This is an optimization exercise on Yosys and OpenROAD, whose aim is small area, a short achievable clock period and few clock cycles per item, not a production implementation. In this exercise RTL edits were held to simulation tests only and were not proved equivalent to the original.

## config.mk

```make
export PLATFORM = sky130hd
export DESIGN_NAME = nco_waveform
export DESIGN_NICKNAME = nco_waveform
export VERILOG_FILES = /design/flow/design.v
export SDC_FILE = /design/flow/constraint.sdc
export NUM_CORES = 4
export LEC_CHECK = 0
export CAP_MARGIN = 20
export CORE_MARGIN = 2
export CORE_UTILIZATION = 30
export SLEW_MARGIN = 20
```

## constraint.sdc

```tcl
create_clock -name core_clock -period 22.0 [get_ports {clk}]
set_input_delay 4.4000 -clock core_clock [delete_from_list [all_inputs] [get_ports {clk}]]
set_output_delay 4.4000 -clock core_clock [all_outputs]
set_load 0.01 [all_outputs]
```

## design.v

```verilog
module nco_waveform (
    input  wire        clk,
    input  wire        rst,         
    input  wire        in_valid,
    output wire        in_ready,
    input  wire [31:0] p_in,
    input  wire [31:0] gain_in,
    input  wire [2:0]  wave_in,
    input  wire [31:0] rng_in,
    output reg         out_valid,
    output reg  [31:0] y_out,
    output reg  [31:0] rng_out
);
    localparam [23:0] D_MANT = 24'hC90FDB;      
    assign in_ready = 1'b1;
    reg v0, v1, v2, v3;
    always @(posedge clk) begin
        if (rst) begin
            v0 <= 1'b0; v1 <= 1'b0; v2 <= 1'b0; v3 <= 1'b0; out_valid <= 1'b0;
        end else begin
            v0 <= in_valid; v1 <= v0; v2 <= v1; v3 <= v2; out_valid <= v3;
        end
    end
    reg [30:0] p0;
    reg [31:0] g0, r0;
    reg [2:0]  w0;
    always @(posedge clk) begin
        p0 <= p_in[30:0];
        g0 <= gain_in;
        r0 <= rng_in;
        w0 <= wave_in;
    end
    wire is_sq  = (w0 == 3'd1);
    wire is_tri = (w0 == 3'd2);
    wire is_saw = (w0 == 3'd3);
    wire is_nz  = !(is_sq || is_tri || is_saw);
    reg [31:0] ls;
    reg [23:0] kk;
    integer i;
    always @(*) begin
        ls = r0;
        kk = 24'd0;
        for (i = 0; i < 24; i = i + 1) begin
            kk = {kk[22:0], ls[0]};
            ls = (ls >> 1) ^ (ls[0] ? 32'h80200003 : 32'd0);
        end
    end
    wire [7:0]  pe  = p0[30:23];
    wire [23:0] pX  = {(pe != 8'd0), p0[22:0]};
    wire [7:0]  pep = (pe == 8'd0) ? 8'd1 : pe;
    wire [7:0]  t_sh  = 8'd129 - pep;
    wire [4:0]  t_shc = (t_sh > 8'd27) ? 5'd27 : t_sh[4:0];
    wire        t_big = (t_sh > 8'd27);
    wire [53:0] t_ext = {pX, 3'b000, 27'd0} >> t_shc;
    wire [26:0] t_keep = t_ext[53:27];
    wire        t_g   = t_ext[26];
    wire        t_s   = |t_ext[25:0];
    wire [24:0] t_n   = t_big ? 25'd0 : (t_keep[24:0] + {24'd0, t_g & (t_s | t_keep[0])});
    wire sq_pos = (p0 <= 31'h40490FDA) || (p0 == 31'h40C90FDB);
    wire [23:0] tn_x    = is_tri ? t_n[23:0] : (is_nz ? kk : 24'd0);
    wire        tn_flip = is_tri ? t_n[24] : (is_sq & sq_pos);
    wire [23:0] tn_mag  = tn_x[23] ? {1'b0, tn_x[22:0]} : (24'h800000 - {1'b0, tn_x[22:0]});
    wire        tn_z    = (tn_mag == 24'd0);
    wire        tn_s    = !tn_z && (!tn_x[23] ^ tn_flip);
    reg  [4:0]  tn_lz;
    always @(*) begin
        tn_lz = 5'd0;
        for (i = 0; i < 24; i = i + 1)
            if (tn_mag[i]) tn_lz = 5'd23 - i[4:0];
    end
    wire [23:0] tn_m = tn_mag << tn_lz;
    reg  [4:0]  s_lz;
    always @(*) begin
        s_lz = 5'd0;
        for (i = 0; i < 24; i = i + 1)
            if (pX[i]) s_lz = 5'd23 - i[4:0];
    end
    wire        s_zx = (pX == 24'd0);
    wire [23:0] s_xn = pX << s_lz;
    wire signed [9:0] s_en = $signed({2'd0, pep}) - $signed({5'd0, s_lz}) - 10'sd127;
    wire        s_q25 = (s_xn >= D_MANT);
    wire signed [9:0] s_rpr = -10'sd122 - s_en;
    wire [4:0]  s_rpmin = s_q25 ? 5'd2 : 5'd1;
    wire [4:0]  s_rp = (s_rpr > 10'sd27) ? 5'd27 :
                       (s_rpr < $signed({5'd0, s_rpmin}) ? s_rpmin : s_rpr[4:0]);
    wire signed [9:0] s_evb = s_en + 10'sd124 + $signed({9'd0, s_q25});
    wire [49:0] s_xw = {26'd0, s_xn};
    wire [49:0] s_prod = (s_xw << 25) + (s_xw << 23) + (s_xw << 20) + (s_xw << 11) + (s_xw << 4)
                       - (s_xw << 18) - (s_xw << 13) - (s_xw << 9) - (s_xw << 2);
    wire [25:0] s_q0 = s_prod[49:24];
    reg [23:0] tn_m1;
    reg [4:0]  tn_lz1;
    reg        tn_s1, tn_z1;
    reg [25:0] s_q01;
    reg        s_x01, s_q251, s_zx1, is_saw1, nanp1;
    reg [4:0]  s_rp1;
    reg signed [9:0] s_evb1;
    reg [31:0] g1, r1;
    always @(posedge clk) begin
        tn_m1  <= tn_m;
        tn_lz1 <= tn_lz;
        tn_s1  <= tn_s;
        tn_z1  <= tn_z;
        s_q01  <= s_q0;
        s_x01  <= s_xn[0];
        s_q251 <= s_q25;
        s_zx1  <= s_zx;
        s_rp1  <= s_rp;
        s_evb1 <= s_evb;
        is_saw1 <= is_saw;
        nanp1  <= is_sq & sq_pos & (g0[30:23] == 8'hFF) & (g0[22:0] != 23'd0);
        g1     <= g0;
        r1     <= is_nz ? ls : r0;
    end
    wire [25:0] b_q = s_q01;
    wire [25:0] b_qd = (b_q << 24) + (b_q << 19) + (b_q << 16) + (b_q << 12)
                     - (b_q << 22) - (b_q << 5) - (b_q << 2) - b_q;
    wire [25:0] b_r0 = {s_x01, 25'd0} - b_qd;
    wire        b_c  = (b_r0 >= {2'b00, D_MANT});
    wire [26:0] b_one  = 27'd1 << (s_rp1 - 5'd1);
    wire [26:0] b_mask = ~((27'd1 << s_rp1) - 27'd1);
    wire [26:0] b_qa = {1'b0, b_q} + b_one;
    wire [26:0] b_qb = {1'b0, b_q} + b_one + 27'd1;
    wire [26:0] b_qr = (b_c ? b_qb : b_qa) & b_mask;
    wire        b_ovf = s_q251 ? b_qr[26] : b_qr[25];
    wire [23:0] s_m   = b_ovf ? 24'h800000 : (s_q251 ? b_qr[25:2] : b_qr[24:1]);
    wire signed [9:0] s_ev = s_evb1 + (b_ovf ? 10'sd1 : 10'sd0);
    wire        s_z   = s_zx1 || (b_qr == 27'd0);
    wire [23:0] v_m  = is_saw1 ? s_m : tn_m1;
    wire signed [9:0] v_e = is_saw1 ? s_ev : (10'sd127 - $signed({5'd0, tn_lz1}));
    wire        v_z  = is_saw1 ? s_z : tn_z1;
    wire        v_s  = is_saw1 ? 1'b0 : tn_s1;
    reg [23:0] v_m2;
    reg signed [9:0] v_e2;
    reg        v_z2, v_s2, nanp2;
    reg [31:0] g2, r2;
    always @(posedge clk) begin
        v_m2  <= v_m;
        v_e2  <= v_e;
        v_z2  <= v_z;
        v_s2  <= v_s;
        nanp2 <= nanp1;
        g2    <= g1;
        r2    <= r1;
    end
    wire [7:0]  c_ge  = g2[30:23];
    wire [23:0] c_gm  = {(c_ge != 8'd0), g2[22:0]};
    wire [7:0]  c_gep = (c_ge == 8'd0) ? 8'd1 : c_ge;
    wire [47:0] c_p   = c_gm * v_m2;
    wire signed [9:0] c_e1 = $signed({2'd0, c_gep}) + v_e2 - 10'sd126;    
    wire signed [9:0] c_sh1r = 10'sd1 - c_e1;
    wire signed [9:0] c_sh0r = 10'sd2 - c_e1;
    wire [4:0]  c_sh1 = (c_sh1r <= 10'sd0) ? 5'd0 : ((c_sh1r > 10'sd26) ? 5'd26 : c_sh1r[4:0]);
    wire [4:0]  c_sh0 = (c_sh0r <= 10'sd0) ? 5'd0 : ((c_sh0r > 10'sd26) ? 5'd26 : c_sh0r[4:0]);
    wire        c_gnan = (c_ge == 8'hFF) && (g2[22:0] != 23'd0);
    wire        c_ginf = (c_ge == 8'hFF) && (g2[22:0] == 23'd0);
    wire        c_gz   = (g2[30:0] == 31'd0);
    wire        c_sy   = g2[31] ^ v_s2;
    wire        c_spc  = c_gnan || c_ginf || c_gz || v_z2;
    wire [30:0] c_spv  = (c_gnan || (c_ginf && v_z2)) ? 31'h7FC00000 :
                         (c_ginf ? 31'h7F800000 : 31'd0);
    wire        c_nanq = c_gnan || (c_ginf && v_z2);    
    reg [25:0] p3;
    reg        st3;
    reg [7:0]  ef3;
    reg [4:0]  sh13, sh03;
    reg        sy3, spc3, nanq3, nanp3;
    reg [30:0] spv3;
    reg [31:0] r3;
    always @(posedge clk) begin
        p3    <= c_p[47:22];
        st3   <= |c_p[21:0];
        ef3   <= c_e1[7:0];
        sh13  <= c_sh1;
        sh03  <= c_sh0;
        sy3   <= c_sy;
        spc3  <= c_spc;
        spv3  <= c_spv;
        nanq3 <= c_nanq;
        nanp3 <= nanp2;
        r3    <= r2;
    end
    wire        d_h  = p3[25];
    wire [24:0] d_w  = d_h ? p3[25:1] : p3[24:0];       
    wire        d_s0 = d_h ? (p3[0] | st3) : st3;
    wire [7:0]  d_ef = d_h ? ef3 : (ef3 - 8'd1);
    wire [4:0]  d_sh = d_h ? sh13 : sh03;
    wire [49:0] d_x  = {d_w, 25'd0} >> d_sh;
    wire [24:0] d_ws = d_x[49:25];
    wire        d_s  = d_s0 | (|d_x[24:0]);
    wire [23:0] d_m  = d_ws[24:1];
    wire        d_g  = d_ws[0];
    wire        d_up = d_g & (d_s | d_m[0]);
    wire [30:0] d_base = {(d_m[23] ? d_ef : 8'd0), d_m[22:0]};
    wire [30:0] d_mag  = d_base + {30'd0, d_up};
    wire [31:0] d_y = nanp3 ? {sy3, 8'hFF, p3[23:1]} :
                      nanq3 ? 32'h7FC00000 :
                      spc3  ? {sy3, spv3} :
                              {sy3, d_mag};
    always @(posedge clk) begin
        y_out   <= d_y;
        rng_out <= r3;
    end
endmodule
```

## run.sh

```bash
#!/bin/bash
# synth_recipe.tcl (not shown) runs the flow's synth.tcl, then flattens the netlist and writes it again
# the make line also repeats each setting of config.mk as NAME=value (left out here)
make -C /OpenROAD-flow-scripts/flow DESIGN_CONFIG=/design/flow/config.mk WORK_HOME=/design/flow/orfs CLKGATE_MAP_FILE= SYNTH_SCRIPT=/design/flow/synth_recipe.tcl finish
```

==> results.txt <==
## registers in the layout (all words and copies together), names as in the netlist, 31 cells and up
| register | cells |
|---|---|
| g0 | 32 |
| g1 | 32 |
| g2 | 32 |
| p0 | 31 |
| r0 | 32 |
| r1 | 32 |
| r2 | 32 |
| r3 | 32 |
| rng_out | 32 |
| y_out | 32 |
## worst max-delay path by stage
stage | endpoint | from | cells past startpoint | slack [ps]
floorplan | s_q01[25] | p0[1] | 44 | 12500
global placement | s_q01[25] | p0[1] | 40 | 10640
detailed placement | s_q01[25] | p0[1] | 40 | 10570
CTS | s_q01[25] | p0[1] | 40 | 10540
global route | s_q01[25] | p0[1] | 40 | 9600
finish | s_q01[25] | p0[1] | 40 | 10610
## stage by stage
| stage | setup slack (ps) | hold WS [ps] | utilization | cell area, um2 |
|---|---|---|---|---|
| finish | 10610 | 324 | 0.336 | 59800 |
| global route | 9600 | 325 | 0.336 | 59800 |
| CTS | 10540 | 324 | 0.336 | 59800 |
| detailed placement | 10570 | 312 | 0.325 | 57900 |
| global placement | 10640 | 311 | 0.325 | 57900 |
| floorplan | 12500 | 310 | - | 53600 |
## kinds of logic (layout without fill, tap and decap cells)
| logic type | count (synthesis) | in the layout | synth area share |
|---|---|---|---|
| buf+inv | 1139 | 1239 | 0.0818 |
| fa+ha+maj | 1137 | 1137 | 0.358 |
| compound gates | 932 | 932 | 0.120 |
| mux | 213 | 213 | 0.0417 |
| xor+xnor | 313 | 313 | 0.0534 |
| flops | 492 | 492 | 0.184 |
| simple gates | 1768 | 1768 | 0.161 |
| other cells | 2 | 4 | 0.000140 |
## worst reg2reg max path, delay by kind of cell (launching register included)
family / cells / cell delay (ps)
AO/OA/AOI/OAI: 22 / 5730
XOR/XNOR: 1 / 110
adder cells (fa/ha/maj): 5 / 2170
buffers and inverters: 3 / 510
flip-flops: 1 / 710
multiplexers: 3 / 1200
AND/OR/NAND/NOR: 6 / 850
## synth_stat cells (12+ instances only)
master	count
sky130_fd_sc_hd__xnor2_1	208
sky130_fd_sc_hd__and3_1	32
sky130_fd_sc_hd__nor3_1	112
sky130_fd_sc_hd__nand2_1	665
sky130_fd_sc_hd__o31ai_1	24
sky130_fd_sc_hd__a21boi_0	13
sky130_fd_sc_hd__a221oi_1	14
sky130_fd_sc_hd__nand4_1	56
sky130_fd_sc_hd__xor2_1	94
sky130_fd_sc_hd__o21ai_0	162
sky130_fd_sc_hd__nand3_1	101
sky130_fd_sc_hd__or3_1	15
sky130_fd_sc_hd__dfxtp_1	492
sky130_fd_sc_hd__o211ai_1	40
sky130_fd_sc_hd__ha_1	476
sky130_fd_sc_hd__fa_1	661
sky130_fd_sc_hd__a211oi_1	38
sky130_fd_sc_hd__o221ai_1	12
sky130_fd_sc_hd__nand2b_1	39
sky130_fd_sc_hd__a21oi_1	243
sky130_fd_sc_hd__clkbuf_1	208
sky130_fd_sc_hd__or2_2	26
sky130_fd_sc_hd__a21o_1	47
sky130_fd_sc_hd__o21ai_1	13
sky130_fd_sc_hd__inv_1	880
sky130_fd_sc_hd__nor2b_1	45
sky130_fd_sc_hd__o21bai_1	18
sky130_fd_sc_hd__a31oi_1	44
sky130_fd_sc_hd__or4_1	12
sky130_fd_sc_hd__o22ai_1	26
sky130_fd_sc_hd__mux2_2	30
sky130_fd_sc_hd__buf_2	21
sky130_fd_sc_hd__nor4_1	51
sky130_fd_sc_hd__and2_1	224
sky130_fd_sc_hd__a22o_1	31
sky130_fd_sc_hd__a31o_2	18
sky130_fd_sc_hd__o21a_1	26
sky130_fd_sc_hd__nor2_1	317
sky130_fd_sc_hd__mux2i_1	176
## final cells by class
class,instances,area (um2)
Clock buffer,68,1480
Tap cell,2355,2950
Timing Repair Buffer,251,2300
Clock inverter,33,472
Sequential cell,492,9850
Multi-Input combinational cell,4366,39400
Inverter,887,3330
Fill cell,18400,118000
Antenna cell,1,2.50
## routing by layer
layer  vias up  track usage
li1      19900            -
met1     20800        0.221
met2      1147        0.296
met3       252       0.0177
met4         0       0.0433
met5         -            0
==> parameters.txt <==
Parameter                              Value

Die
  Die X-Extent    427 um
  Number of rows created at floorplan    roughly 160
  Core area    ~180000 um2
  Effective utilization at floorplan    0.301
  Overall die area    around 180000 um2
  Die extent in y    about 430 um
  Top Ports    168

Clock network
  Clock edge transition at the registers on the reported setup and hold paths    roughly 60 ps
  Num CTS Buffers    55
  Clock latency on the worst-skew pair    between 600 and 700 ps
  H-tree depth    2
  Number of sinks handled by clock tree synthesis    between 400 and 500
  Number of setup buffers added after CTS    0
  Bufs on Longest Clock Path    3
  Number of buffers added to fix hold violations after cts    0
  Clock tree from TritonCTS    done
  Count of cells resized by post-cts repair    0
  Clock root buffer    sky130_fd_sc_hd__clkbuf_16

Synthesis
  Portion of synthesized cell area occupied by the leading cell type    0.247
  Most instantiated flip-flop cell in the synthesis netlist    sky130_fd_sc_hd__dfxtp_1
  Number of enable-type register cells in the synthesized netlist    0
  Cell area after technology mapping    53600 um2
  Area contributors post-synth    sky130_fd_sc_hd__fa_1 (25%), sky130_fd_sc_hd__dfxtp_1 (18%), sky130_fd_sc_hd__ha_1 (11%), sky130_fd_sc_hd__inv_1 (6.2%), sky130_fd_sc_hd__nand2_1 (4.7%)
  Share of the yosys chip area belonging to registers    0.184
  Cell variety after synth    130
  Biggest area consumer among synthesized cells    sky130_fd_sc_hd__fa_1
  Synthesized instance count    roughly 6000
  Async set-or-reset flop fraction in the synthesized netlist    0
  Yosys reg bits    ~500
  Count of synthesis-stage warnings from yosys    1
  Post-Syn Area per Cell    8.95 um2

Worst setup path
  Class of the most critical setup path    flip-flop to flip-flop
  Number of buffer and inverter instances along the worst setup path    3
  R2R Path End    s_q01[25]
  Top cell family by delay on the critical path    compound AO/OA/AOI/OAI gates
  CP Launch Type    flip-flop
  Critical R2R Launch    p0[1]
  Slowest Stage Delay on Critical Path    between 800 and 900 ps
  CP Data Arrival Time    around 12000 ps
  Crit path max-delay cell type    sky130_fd_sc_hd__o21ai_2
  Max Fanout on Critical Path    16
  Setup crit end kind    flip-flop
  Reg2reg setup slack    10610 ps
  Worst reg-to-reg path cell count    40
  Critical path data required time    22590 ps

STA
  Clock Skew    about 51 ps
  RSZ-0062 raised after global routing    false
  Fmax achieved    slightly below 90 MHz
  Slew @ Worst Pin    between 1000 and 1500 ps
  Setup Viol. Count Final    0
  Number of hold violations in the final report    0
  Rel. slew slack    0.255
  Post-Route Setup TNS    0 ps
  Fin. max-slew vios    0
  Period utilisation layout    0.518
  Tmin final    approximately 11000 ps

GRT
  Vias in the first global route    roughly 43000
  Wire length of the first global-routing pass    245000 um
  Antenna violations before repair    2
  Overflow left after global routing    0
  Total routing resource utilization after global routing    0.169
  Maximum number of pins on one net before global-route repair    53

Outcome
  Status  timing/DRC/antenna clean

Layout
  Count of placed standard cells in the final layout, fillers left out    between 8000 and 9000
  Leading cell type in the layout, fill and taps excluded    sky130_fd_sc_hd__inv_1
  Area added between synthesis and finish    11.5%
  Share of final-layout standard cells stronger than drive strength 1    0.0566
  Final-stage net count    around 7300
  Highest-count cells in the layout ignoring fill and taps    sky130_fd_sc_hd__inv_1 (880), sky130_fd_sc_hd__nand2_1 (665), sky130_fd_sc_hd__fa_1 (661)

Min path
  Critical hold path startpoint    g1[3]
  Hold path depth    0
  Worst Hold End    g2[3]
  Worst hold-check path type    flip-flop to flip-flop

Placed design
  Port Buf Inserts    165
  Cell count after placement    approximately 8400
  Final GP Congestion    between 0.9 and 1
  DPL Wire Length    about 120000 um

Detailed routing
  Post-DR vias/cell    4.99
  Highest layer used for signal routing    met4
  Met3 wire length    7650 um
  Antenna Violating Nets Remaining    0
  Routed wire length on met2    76100 um
  Post-detailed-route wirelength per cell    between 15 and 20 um
  Detailed Route Iter0 Violations    around 2700
  Vias post-DR    ~42000
  Met1 Routed Length    67200 um
  Drt pass-1 iters    5
  DRC violation count after routing    0
  Wire length after detailed routing    155000 um

Flow run
  Number of max-capacitance violations reported    0
Testbench counts, summed over its fixed seeds: cycles 3,240, items 3,200.

-- port drivers added, routing unchanged --
How much do the figures lean on ideal ports? The routed layout below was timed once more, with nothing changed but the port constraints.
Step 1, drivers: a clkbuf_16 drives clk and a buf_2 each remaining input, both assumed.
Step 2, shift: input delay + t, output delay - t, t = (earliest + latest rising clock arrival at the registers) / 2. This alone moves slack from input paths to output paths.
a / b / c = ideal / step 1 / step 2; a / b = the first two.
t (ns): 0.715
setup slack, ns: 10.608 / 10.608 / 10.608
cell pins on the clock port's net: 1
After both steps this run still meets setup and hold. For this run, drivers alone change the setup slack by 0.000 ns; drivers and shift together by 0.000 ns.
